Background: an optimization exercise with open tools, aiming at small area. Do not read the settings as production practice. In this exercise RTL edits were held to simulation tests only and were not proved equivalent to the original. No activity file was given, so power comes from the tool's default toggle rates.

## rcpwm_ctrl
module rcpwm_ctrl (
    input  wire        clk,
    input  wire        rst,            
    input  wire        tick,           
    input  wire        pin,            
    input  wire [1:0]  mode_in,        
    input  wire [11:0] bit_cycles,     
    input  wire        map_cont,       
    input  wire        oor_default,    
    input  wire [7:0]  default_duty,
    input  wire [7:0]  oor_char,       
    input  wire [15:0] supply_mv,
    input  wire [15:0] b0_center,      
    input  wire [15:0] b0_ltol,
    input  wire [15:0] b0_utol,
    input  wire        b0_is_mv,
    input  wire [15:0] b0_value,       
    input  wire [7:0]  b0_code,
    input  wire [15:0] b1_center,
    input  wire [15:0] b1_ltol,
    input  wire [15:0] b1_utol,
    input  wire        b1_is_mv,
    input  wire [15:0] b1_value,
    input  wire [7:0]  b1_code,
    input  wire [15:0] b2_center,
    input  wire [15:0] b2_ltol,
    input  wire [15:0] b2_utol,
    input  wire        b2_is_mv,
    input  wire [15:0] b2_value,
    input  wire [7:0]  b2_code,
    input  wire [15:0] in_min,         
    input  wire [15:0] in_max,         
    output reg  [7:0]  duty,
    output reg         txd
);
    localparam [1:0] P_IDLE = 2'd0, P_COMP = 2'd1, P_WAIT = 2'd2, P_SEND = 2'd3;
    localparam [2:0] K_MODE = 3'd0, K_TAB1 = 3'd1, K_MINUS = 3'd2, K_XDIG = 3'd3,
                     K_TAB2 = 3'd4, K_FIELD = 3'd5, K_CR = 3'd6, K_LF = 3'd7;
    reg [15:0] cnt;        
    reg        pin_q;
    reg [1:0]  mode_r;
    reg [15:0] T;          
    reg [17:0] R;          
    reg [7:0]  Q;          
    reg [1:0]  ph;         
    reg [11:0] bcnt;       
    reg [2:0]  kind;       
    reg [2:0]  k;          
    reg        run;        
    reg        skip;       
    reg        hneg;       
    reg        lt_min, gt_max;
    reg [1:0]  sel;        
    function automatic [17:0] radd18(input [17:0] a, input [17:0] b, input ci);
        integer i;
        reg c;
        begin
            c = ci;
            for (i = 0; i < 18; i = i + 1) begin
                radd18[i] = a[i] ^ b[i] ^ c;
                c = (a[i] & b[i]) | (c & (a[i] ^ b[i]));
            end
  ...
export LEC_CHECK = 0
export CAP_MARGIN = 20
export CORE_MARGIN = 2
export CORE_UTILIZATION = 40
export GPL_TIMING_DRIVEN = 0
export SLEW_MARGIN = 20
create_clock -name core_clock -period 120.0 [get_ports {clk}]
standard.sh (not shown) runs the stock make flow with config.mk's settings and CLKGATE_MAP_FILE= SYNTH_SCRIPT=/design/flow/synth_recipe.tcl, a recipe that flattens the netlist after the stock synthesis.
==> flow/flow/run.sh <==
#!/bin/bash
# The standard layout (standard.sh), with these changes:
#  - synthesis: the standard flow's own synthesis script, but abc maps the logic with an
#    area-oriented script (flow/area.abc) instead of ORFS's abc_area.script;
#    registers, flattening and renaming are unchanged;
#  - the port buffers are sky130_fd_sc_hd__buf_1 cells;
#  - clock tree: clkbuf_8 buffers, clusters of at most 10 sinks, no dummy loads.
set -euo pipefail
W=$PWD
{
  cat <<EOF
proc abc {args} {
  set i [lsearch -exact \$args -script]
  if {\$i >= 0} { set args [lreplace \$args [expr {\$i+1}] [expr {\$i+1}] $W/flow/area.abc] }
  yosys abc {*}\$args
}
EOF
  cat synth_recipe.tcl
} > my_synth.tcl
bash standard.sh SYNTH_SCRIPT=$W/my_synth.tcl \
  'BUFFER_PORTS_ARGS=-buffer_cell sky130_fd_sc_hd__buf_1' \
  'CTS_ARGS=-sink_clustering_enable -repair_clock_nets -dont_use_dummy_load -buf_list sky130_fd_sc_hd__clkbuf_8 -sink_clustering_size 10' \
  finish > standard_flow.log 2>&1
==> flow/flow/area.abc <==
strash
&get -n
&deepsyn -T 60
&put
dch
amap
Rerun with:
CORE_UTILIZATION = 75   (was 40)
GPL_TIMING_DRIVEN = not set   (was 0)
What happened: The changed run ended with an error in global placement, error GPL-0301. Synthesized area is unchanged. Synthesized cell count is unchanged.
Rerun with:
CORE_UTILIZATION = 40   (was 75)
The changed run passed the timing, design-rule and antenna checks.
Synthesized cell count does not change.
Area after synthesis stays the same.
Rerun with:
CORE_UTILIZATION = 55   (was 40)
Cell area falls by 0.86%.
Cell count falls by 3.6%.
Clock-buffer cell count is unchanged.
Synthesized area stays the same.
Non-clock buffer count does not change.
Sequential power is about the same.
Power rises by 2.5%.
Routed wire length rises by 3.0%.
Global-route usage rises by 17 points.
Core utilization rises by 18 points.
Sequential share of layout area rises by 0.20 points.

========
Another version of the RTL of rcpwm_ctrl (not shown whole).
For scale: about 310 I/O pins, roughly 9400 µm² of cells after synthesis.
// rcpwm_ctrl
module rcpwm_ctrl (
    input  wire        clk,
    input  wire        rst,            
    input  wire        tick,           
    input  wire        pin,            
    input  wire [1:0]  mode_in,        
    input  wire [11:0] bit_cycles,     
    input  wire        map_cont,       
    input  wire        oor_default,    
    input  wire [7:0]  default_duty,
    input  wire [7:0]  oor_char,       
    input  wire [15:0] supply_mv,
    input  wire [15:0] b0_center,      
    input  wire [15:0] b0_ltol,
    input  wire [15:0] b0_utol,
    input  wire        b0_is_mv,
    input  wire [15:0] b0_value,       
    input  wire [7:0]  b0_code,
    input  wire [15:0] b1_center,
    input  wire [15:0] b1_ltol,
    input  wire [15:0] b1_utol,
    input  wire        b1_is_mv,
    input  wire [15:0] b1_value,
    input  wire [7:0]  b1_code,
    input  wire [15:0] b2_center,
    input  wire [15:0] b2_ltol,
  ...
Settings: LEC_CHECK=0, ABC_AREA=1, CAP_MARGIN=20, CORE_MARGIN=2, CORE_UTILIZATION=40, SLEW_MARGIN=20; clock period 120.0 ns.
==> flow/flow/run.sh <==
#!/bin/bash
set -euo pipefail
bash standard.sh 'BUFFER_PORTS_ARGS=-buffer_cell sky130_fd_sc_hd__buf_1' finish > standard_flow.log 2>&1
The first run went through all stages and came out clean.
==> next run, changes <==
==> flow/flow/run.sh (replaced) <==
#!/bin/bash
# The standard layout (standard.sh), with two changes:
#  - synthesis: the standard flow's own synthesis script, but abc maps the logic with an
#    area-oriented script (flow/area.abc) instead of ORFS's abc_area.script;
#    registers, flattening and renaming are unchanged;
#  - the port buffers are sky130_fd_sc_hd__buf_1 cells.
set -euo pipefail
W=$PWD
{
  cat <<EOF
proc abc {args} {
  set i [lsearch -exact \$args -script]
  if {\$i >= 0} { set args [lreplace \$args [expr {\$i+1}] [expr {\$i+1}] $W/flow/area.abc] }
  yosys abc {*}\$args
}
EOF
  cat synth_recipe.tcl
} > my_synth.tcl
bash standard.sh SYNTH_SCRIPT=$W/my_synth.tcl \
  'BUFFER_PORTS_ARGS=-buffer_cell sky130_fd_sc_hd__buf_1' finish > standard_flow.log 2>&1
==> flow/flow/area.abc (new file) <==
strash
&get -n
&deepsyn -T 60
&put
dch
amap
Settings changed: ABC_AREA 1 to unset.
The new run finished clean.
Sequential power fell by 14%.
Die area went down by 18%.
Total power came out lower by about 40%.
Clock skew rises by 0.0053 ns.
Critical path depth does not change.
Worst hold slack gets worse by 0.022 ns.
Clock power is about the same.
Routed wire length decreases by 15%.
Synthesized cell count shrinks by about 34%.
Global-route usage came out higher by 1.4 points.
Core utilization climbs by 3.1 points.
==> next run, changes <==
--- a/flow/flow/run.sh
+++ b/flow/flow/run.sh
@@ -1,3 +1,3 @@
 #!/bin/bash
-# The standard layout (standard.sh), with two changes:
+# The standard layout (standard.sh), with these changes:
 #  - synthesis: the standard flow's own synthesis script, but abc maps the logic with an
@@ -5,3 +5,4 @@
 #    registers, flattening and renaming are unchanged;
-#  - the port buffers are sky130_fd_sc_hd__buf_1 cells.
+#  - the port buffers are sky130_fd_sc_hd__buf_1 cells;
+#  - clock tree: clkbuf_8 buffers, clusters of at most 10 sinks, no dummy loads.
 set -euo pipefail
@@ -19,2 +20,4 @@
 bash standard.sh SYNTH_SCRIPT=$W/my_synth.tcl \
-  'BUFFER_PORTS_ARGS=-buffer_cell sky130_fd_sc_hd__buf_1' finish > standard_flow.log 2>&1
+  'BUFFER_PORTS_ARGS=-buffer_cell sky130_fd_sc_hd__buf_1' \
+  'CTS_ARGS=-sink_clustering_enable -repair_clock_nets -dont_use_dummy_load -buf_list sky130_fd_sc_hd__clkbuf_8 -sink_clustering_size 10' \
+  finish > standard_flow.log 2>&1
==> flow/flow/area.abc (replaced) <==
strash
&get -n
&deepsyn -T 60
&put
dch
amap
topo
buffer -N 12
dnsize -c
The new run finished clean.
Clock-buffer cell count stays the same.
Clock skew climbs by 0.026 ns.
Worst setup slack improved by 0.76 ns.
Fmax grows by 2.1%.
Routed wire length went up by 5.1%.
Die area went up by 2.6%.
Power came out lower by about 14%.
==> next run, changes <==
==> flow/flow/area.abc (replaced) <==
strash
&get -n
&deepsyn -T 60
&put
dch
amap
The new run completed without violations.
Wire length goes down by a few percent.
Critical path depth does not change.
Setup slack loses 0.15 ns.
Sequential power stays flat.
Global-route usage goes down by 2.6 points.
Fmax goes down slightly.
Total power goes down slightly.

========
## wip/umber
Another version of the RTL of rcpwm_ctrl (not shown whole).
For scale: roughly 990 cells after synthesis, roughly 96 flip-flops, about 310 I/O pins, roughly 7500 um2 of cells after synthesis.
Settings: LEC_CHECK=0, CAP_MARGIN=20, CORE_MARGIN=2, CORE_UTILIZATION=40, SLEW_MARGIN=20; clock period 120.0 ns.
==> flow/flow/run.sh <==
#!/bin/bash
# The standard layout (standard.sh), with these changes:
#  - synthesis: the standard flow's own synthesis script, but abc maps the logic with an
#    area-oriented script (flow/area.abc) instead of ORFS's abc_area.script;
#    registers, flattening and renaming are unchanged;
#  - the port buffers are sky130_fd_sc_hd__buf_1 cells;
#  - clock tree: clkbuf_8 buffers, clusters of at most 10 sinks, no dummy loads.
set -euo pipefail
W=$PWD
{
  cat <<EOF
proc abc {args} {
  set i [lsearch -exact \$args -script]
  if {\$i >= 0} { set args [lreplace \$args [expr {\$i+1}] [expr {\$i+1}] $W/flow/area.abc] }
  yosys abc {*}\$args
}
EOF
  cat synth_recipe.tcl
} > my_synth.tcl
bash standard.sh SYNTH_SCRIPT=$W/my_synth.tcl \
  'BUFFER_PORTS_ARGS=-buffer_cell sky130_fd_sc_hd__buf_1' \
  'CTS_ARGS=-sink_clustering_enable -repair_clock_nets -dont_use_dummy_load -buf_list sky130_fd_sc_hd__clkbuf_8 -sink_clustering_size 10' \
  finish > standard_flow.log 2>&1
==> flow/flow/area.abc <==
strash
&get -n
&deepsyn -T 60
&put
dch
amap
### wip/umber -> wip/xenon
- changing CORE_UTILIZATION from 40 to 55
Timing, DRC, antenna: 0 failures across wip/umber and wip/xenon. Diff wip/umber -> wip/xenon | placed standard-cell area | down slightly. Final standard cell utilization of the core: wip/xenon vs wip/umber up 19 points. In the flow results for wip/umber and wip/xenon, the minimum setup slack in the final design is smaller on wip/xenon. wip/xenon reports its termination of the worst setup path as R[4] while wip/umber reports R[1]. In terms of final cycle utilization of the critical path, wip/umber and wip/xenon differ only marginally. Against wip/umber, wip/xenon reports a power dissipated by switching net loads that is higher. The standard cells in wip/xenon occupy less silicon area than those in wip/umber do.

static timing again, ports no longer ideal:
How much do the figures lean on ideal ports? The routed layouts below were timed once more, with nothing changed but the port constraints. Step 1, drivers: a clkbuf_16 drives clk and a buf_2 each remaining input, both assumed. Step 2 adds t to the input delays and takes it off the output delays; t is the mean of the earliest and latest rising clock arrival at the registers after step 1. Input paths then give back, and output paths get back, about the clock's delay inside the block. Three values: ideal ports, drivers, drivers and shift; two values: the first two.
| run | t, ns | slack for setup (ns) | hold slack, ns | worst setup path after step 2 | pins driven straight from the clock port |
|---|---|---|---|---|---|
| the first run of note 1 | 0.412 | 82.768 / 82.774 / 82.362 | 0.468 / 0.468 / 0.468 | input to register | 1 |
| the third run of note 1 | 0.403 | 82.972 / 82.987 / 82.584 | 0.491 / 0.491 / 0.491 | input to register | 1 |
| the fourth run of note 1 | 0.421 | 82.909 / 82.925 / 82.504 | 0.483 / 0.483 / 0.483 | input to register | 1 |
| the first run of note 2 | 0.396 | 85.657 / 85.675 / 85.280 | 0.491 / 0.491 / 0.491 | input to register | 1 |
| the second run of note 2 | 0.406 | 83.752 / 83.761 / 83.355 | 0.469 / 0.469 / 0.469 | input to register | 1 |
| the third run of note 2 | 0.432 | 84.509 / 84.519 / 84.087 | 0.473 / 0.473 / 0.473 | input to register | 1 |
| the fourth run of note 2 | 0.405 | 84.361 / 84.368 / 83.962 | 0.465 / 0.465 / 0.465 | input to register | 1 |
| wip/umber | 0.425 | 84.402 / 84.384 / 83.958 | 0.472 / 0.472 / 0.472 | input to register | 1 |
| wip/xenon | 0.418 | 84.314 / 84.318 / 83.900 | 0.462 / 0.462 / 0.462 | input to register | 1 |
After both steps setup and hold are still met in every run listed. For wip/umber, which loses most, drivers alone change the setup slack by -0.018 ns; drivers and shift together by -0.444 ns.
